Context: an optimization exercise on an open-source flow, tuned for small area, a short achievable clock period and few clock cycles. The choices shown serve that exercise and are no tape-out recipe.
Where RTL was checked, it was by simulation tests only, not by an equivalence proof against the original.
Power figures rest on the tool's default switching activity, not on a simulated workload.

run M:
==> flow/design.v <==
module xvcd_clkdiv (
    input  wire        clk,
    input  wire        rst,           
    input  wire        in_valid,
    output reg         in_ready,
    input  wire [31:0] in_hz,         
    input  wire        in_hs,         
    output reg         out_valid,
    input  wire        out_ready,
    output wire [15:0] out_divisor,
    output wire [31:0] out_achieved,  
    output reg         out_base_high,
    output reg         out_clamped,
    output reg         out_err        
);
    localparam [22:0] M_STD = 23'd5_999_999;    
    localparam [2:0] S_WAIT  = 3'd0,    
                     S_SETUP = 3'd3,    
                     S_DIV1  = 3'd1,    
                     S_DIV2  = 3'd2,    
                     S_TAB   = 3'd4;    
    reg  [2:0]  state;
    reg         held;        
    reg  [22:0] rem;         
    reg  [4:0]  cnt;         
    reg  [22:0] den;         
    reg  [24:0] quo;         
    reg         m_bit;       
    reg  [4:0]  qlen;        
    reg         r_small;     
    wire waiting = (state == S_WAIT);
    wire setup   = (state == S_SETUP);
    wire accept  = in_valid && in_ready;
    assign out_divisor = den[15:0];
    reg [24:0] tab;
    always @(*) begin
        if (out_base_high)
            tab = den[2] ? 25'd6_000_000 :
                  den[1] ? (den[0] ? 25'd7_500_000  : 25'd10_000_000)
                         : (den[0] ? 25'd15_000_000 : 25'd30_000_000);
        else if (den[3])
            tab = den[2] ? (den[1] ? (den[0] ? 25'd375_000 : 25'd400_000)
                                   : (den[0] ? 25'd428_572 : 25'd461_539))
                         : (den[1] ? (den[0] ? 25'd500_000 : 25'd545_455)
                                   : (den[0] ? 25'd600_000 : 25'd666_667));
        else
            tab = den[2] ? (den[1] ? (den[0] ? 25'd750_000   : 25'd857_143)
                                   : (den[0] ? 25'd1_000_000 : 25'd1_200_000))
                         : (den[1] ? (den[0] ? 25'd1_500_000 : 25'd2_000_000)
                                   : (den[0] ? 25'd3_000_000 : 25'd6_000_000));
    end
    assign out_achieved = {7'd0, quo};
    wire [18:0] inc_c;
    assign inc_c[0] = 1'b1;
    genvar g;
    generate
        for (g = 0; g < 18; g = g + 1) begin : g_inc
            assign inc_c[g + 1] = &quo[g:0];
        end
    endgenerate
    wire [17:0] quo_inc = quo[17:0] ^ inc_c[17:0];
    function automatic ge_c(input [24:0] x, input [24:0] c);
        integer j;
        reg     r;
        begin
            r = 1'b1;
            for (j = 0; j < 25; j = j + 1)
                r = c[j] ? (x[j] & r) : (x[j] | r);
            ge_c = r;
        end
    endfunction
    wire [24:0] p_hz  = {cnt[1:0], rem};    
    wire        p_big = cnt[2];             
    wire        p_hs  = cnt[3];
    wire ge_92    = p_big | ge_c(p_hz, 25'd92);
    wire ge_2457  = p_big | ge_c(p_hz, 25'd2457);
    wire ge_6m    = p_big | ge_c(p_hz, 25'd6_000_000);
    wire gt_6m    = p_big | ge_c(p_hz, 25'd6_000_001);
    wire gt_30m   = p_big | ge_c(p_hz, 25'd30_000_001);
    wire ge_30m   = p_big | ge_c(p_hz, 25'd30_000_000);
    wire ge_15m   = p_big | ge_c(p_hz, 25'd15_000_000);
    wire ge_10m   = p_big | ge_c(p_hz, 25'd10_000_000);
    wire ge_7m5   = p_big | ge_c(p_hz, 25'd7_500_000);
    wire high     = p_hs & gt_6m;
    wire [2:0] hdiv = ge_30m ? 3'd0 : ge_15m ? 3'd1 : ge_10m ? 3'd2 :
                      ge_7m5 ? 3'd3 : 3'd4;
    wire is_div   = ge_92 & !ge_6m;
    reg [4:0] r_len;
    integer   i;
    always @(*) begin
        r_len = 5'd1;
        for (i = 1; i < 23; i = i + 1)
            if (rem[i]) r_len = i[4:0] + 5'd1;
    end
    wire [4:0]  len      = setup ? r_len : qlen + 5'd1;
    reg [4:0]  k_start;
    reg [22:0] rem_init;
    reg        m_init;
    always @(*) begin
        k_start  = 5'd0;
        rem_init = 23'd0;
        m_init   = 1'b0;
        for (i = 0; i < 23; i = i + 1)
            if (len == i[4:0] + 5'd1) begin
                k_start  = 5'd22 - i[4:0];
                rem_init = M_STD >> (23 - i);
                m_init   = M_STD[22 - i];
            end
    end
    wire [4:0]  cnt_dec = cnt - 5'd1;
    wire [23:0] rem_sh  = {rem, m_bit};
    wire [25:0] rem_add = {1'b0, rem_sh, 1'b1} + {2'b11, ~den, state != S_DIV2};
    wire [24:0] rem_sub = rem_add[25:1];
    wire        q_bit   = !rem_sub[24];
    wire [22:0] rem_nxt = q_bit ? rem_sub[22:0] : rem_sh[22:0];
    wire [24:0] q_next  = {6'd0, quo[17:0], q_bit};
    wire [24:0] q_fin   = q_bit ? {6'd0, quo_inc, 1'b0} : {6'd0, quo[17:0], 1'b1};
    wire        last    = (cnt == 5'd0);
    wire        quo_nz  = (quo[18:0] != 19'd0);
    wire        big_q   = (quo[18:3] != 16'd0);    
    wire        start2  = (state == S_DIV1) && last && big_q && !r_small;
    always @(posedge clk) begin
        if (waiting) begin
            if (accept) begin
                rem   <= in_hz[22:0];
                cnt   <= {1'b0, in_hs, in_hz[31:25] != 7'd0, in_hz[24:23]};
            end
        end else if (setup || start2) begin
            rem   <= rem_init;
            cnt   <= k_start;
            m_bit <= m_init;
        end else begin
            rem   <= rem_nxt;
            cnt   <= cnt_dec;
            m_bit <= M_STD[cnt_dec];
        end
    end
    always @(posedge clk) begin
        if (rst) begin
            state     <= S_WAIT;
            held      <= 1'b0;
            in_ready  <= 1'b1;
            out_valid <= 1'b0;
        end else begin
            case (state)
            S_WAIT: begin
                if (out_ready)
                    out_valid <= 1'b0;
                if ((accept || held) && (!out_valid || out_ready)) begin
                    held     <= 1'b0;
                    in_ready <= 1'b0;
                    state    <= S_SETUP;
                end else if (accept) begin
                    held     <= 1'b1;
                    in_ready <= 1'b0;
                end
            end
            S_SETUP: begin
                quo           <= 25'd0;
                qlen          <= 5'd0;
                den           <= rem;
                r_small       <= !ge_2457;
                out_err       <= !ge_92;
                out_base_high <= high;
                out_clamped   <= p_hs ? gt_30m : gt_6m;
                if (is_div) begin
                    state     <= S_DIV1;
                end else if (ge_6m) begin
                    den       <= high ? {20'd0, hdiv} : 23'd0;
                    state     <= S_TAB;
                end else begin
                    out_valid <= 1'b1;
                    in_ready  <= 1'b1;
                    state     <= S_WAIT;
                end
            end
            S_DIV1: begin
                if (last) begin
                    den <= q_next[15:0];
                    quo <= 25'd0;
                    if (start2) begin
                        state <= S_DIV2;
                    end else if (!r_small) begin
                        state <= S_TAB;
                    end else begin
                        quo       <= {2'd0, den};
                        out_valid <= 1'b1;
                        in_ready  <= 1'b1;
                        state     <= S_WAIT;
                    end
                end else begin
                    quo  <= q_next;
                    qlen <= quo_nz ? qlen + 5'd1 : {4'd0, q_bit};
                end
            end
            S_DIV2: begin
                quo <= q_next;
                if (last) begin
                    quo       <= q_fin;
                    out_valid <= 1'b1;
                    in_ready  <= 1'b1;
                    state     <= S_WAIT;
                end
            end
            default: begin   
                quo       <= tab;
                out_valid <= 1'b1;
                in_ready  <= 1'b1;
                state     <= S_WAIT;
            end
            endcase
        end
    end
endmodule
export LEC_CHECK = 0
export ABC_CLOCK_PERIOD_IN_PS = 3300
export CAP_MARGIN = 20
export CORE_MARGIN = 2
export CORE_UTILIZATION = 40
export PLACE_DENSITY = 0.6
export SETUP_SLACK_MARGIN = 4.7
export SLEW_MARGIN = 20
create_clock -name core_clock -period 8.0 [get_ports {clk}]
run.sh (not shown) runs the stock make flow with config.mk's settings and CLKGATE_MAP_FILE= SYNTH_SCRIPT=/design/flow/synth_recipe.tcl, a recipe that flattens the netlist after the stock synthesis.
Testbench counts of run M, summed over its fixed seeds: cycles 16,329.
Setup changes, run M to run F
-- flow/design.v --
<<< run M, line 27
    reg  [24:0] quo;         
    reg         m_bit;       
    reg  [4:0]  qlen;        
    reg         r_small;     
    wire waiting = (state == S_WAIT);
>>> run F, line 27
    reg  [24:0] quo;         
    reg         m_bit;       
    reg         r_small;     
    wire waiting = (state == S_WAIT);
<<< run M, line 86
                      ge_7m5 ? 3'd3 : 3'd4;
    wire is_div   = ge_92 & !ge_6m;
    reg [4:0] r_len;
    integer   i;
    always @(*) begin
        r_len = 5'd1;
        for (i = 1; i < 23; i = i + 1)
            if (rem[i]) r_len = i[4:0] + 5'd1;
    end
    wire [4:0]  len      = setup ? r_len : qlen + 5'd1;
    reg [4:0]  k_start;
    reg [22:0] rem_init;
    reg        m_init;
    always @(*) begin
        k_start  = 5'd0;
        rem_init = 23'd0;
        m_init   = 1'b0;
        for (i = 0; i < 23; i = i + 1)
            if (len == i[4:0] + 5'd1) begin
                k_start  = 5'd22 - i[4:0];
                rem_init = M_STD >> (23 - i);
                m_init   = M_STD[22 - i];
            end
    end
    wire [4:0]  cnt_dec = cnt - 5'd1;
>>> run F, line 85
                      ge_7m5 ? 3'd3 : 3'd4;
    wire is_div   = ge_92 & !ge_6m;
    wire [22:0] lz_in = setup ? rem : {3'd0, quo[18:0], 1'b1};
    wire [23:0] above;                        
    assign above[23] = 1'b0;
    generate
        for (g = 22; g >= 0; g = g - 1) begin : g_above
            assign above[g] = above[g + 1] | lz_in[g];
        end
    endgenerate
    wire [22:0] lead = lz_in & ~above[23:1];   
    reg [4:0]  k_start;
    reg [22:0] rem_init;
    reg        m_init;
    integer    i;
    always @(*) begin
        k_start  = 5'd0;
        rem_init = 23'd0;
        m_init   = 1'b0;
        for (i = 0; i < 23; i = i + 1) begin
            k_start  = k_start  | ({5{lead[i]}} & (5'd22 - i[4:0]));
            rem_init = rem_init | ({23{lead[i]}} & (M_STD >> (23 - i)));
            m_init   = m_init   | (lead[i] & M_STD[22 - i]);
        end
    end
    wire [4:0]  cnt_dec = cnt - 5'd1;
<<< run M, line 117
    wire [24:0] q_fin   = q_bit ? {6'd0, quo_inc, 1'b0} : {6'd0, quo[17:0], 1'b1};
    wire        last    = (cnt == 5'd0);
    wire        quo_nz  = (quo[18:0] != 19'd0);
    wire        big_q   = (quo[18:3] != 16'd0);    
    wire        start2  = (state == S_DIV1) && last && big_q && !r_small;
>>> run F, line 117
    wire [24:0] q_fin   = q_bit ? {6'd0, quo_inc, 1'b0} : {6'd0, quo[17:0], 1'b1};
    wire        last    = (cnt == 5'd0);
    wire        big_q   = (quo[18:3] != 16'd0);    
    wire        start2  = (state == S_DIV1) && last && big_q && !r_small;
<<< run M, line 158
            S_SETUP: begin
                quo           <= 25'd0;
                qlen          <= 5'd0;
                den           <= rem;
                r_small       <= !ge_2457;
>>> run F, line 157
            S_SETUP: begin
                quo           <= 25'd0;
                den           <= rem;
                r_small       <= !ge_2457;
<<< run M, line 190
                    end
                end else begin
                    quo  <= q_next;
                    qlen <= quo_nz ? qlen + 5'd1 : {4'd0, q_bit};
                end
            end
>>> run F, line 188
                    end
                end else begin
                    quo <= q_next;
                end
            end
### Flow results
Lower minimum clock period goes to run M over run F. Taking run M as the reference point, the worst-case reg-to-reg path depth of run F falls by 1. The worst-case hold slack of run F falls short of that of run M by 19 ps. Run F against run M: leakage power of the design went up about 1.6%, setup slack moved down, combinational power increased by about 26% relative to the old numbers, post-placement cell area shrank by 250 um^2. Of run F and run M, run F shows the higher power per cell area, with run M below it. Summary: with run M as the reference, sequential cell area in the final layout in run F moved down by a few percent. Run F against run M: cell area after technology mapping went down, signed area change from the synthesized netlist to the final layout went up.
Only the layout flow was run in run F; the RTL was not checked for function there.

-- separate check: timing with driven ports --
The flow's constraints put no driver on any port. The routed layouts listed below were extracted and timed again, unchanged, in two steps. Step 1: set_driving_cell puts a clkbuf_16 on clk and a buf_2 on each other input, an assumption about the parent block. Step 2 moves the port delays by t, midway between the first and last clock arrival at a register: inputs arrive t later, outputs are due t later. That takes back most of the time a late clock gives input paths. Three values: ideal, step 1, step 2; two values: the first two.
| run | t, ns | setup slack, ns | worst setup path after step 2 | clock arrival spread, ns |
|---|---|---|---|---|
| run M | 0.404 | 4.807 / 4.791 / 4.619 | input to register | 0.006 / 0.006 |
| run F | 0.404 | 4.737 / 4.691 / 4.742 | input to register | 0.010 / 0.010 |
After both steps every run listed still meets setup and hold. The setup slack of run M, which loses most, moves by -0.016 ns with the drivers and by -0.188 ns with both steps.
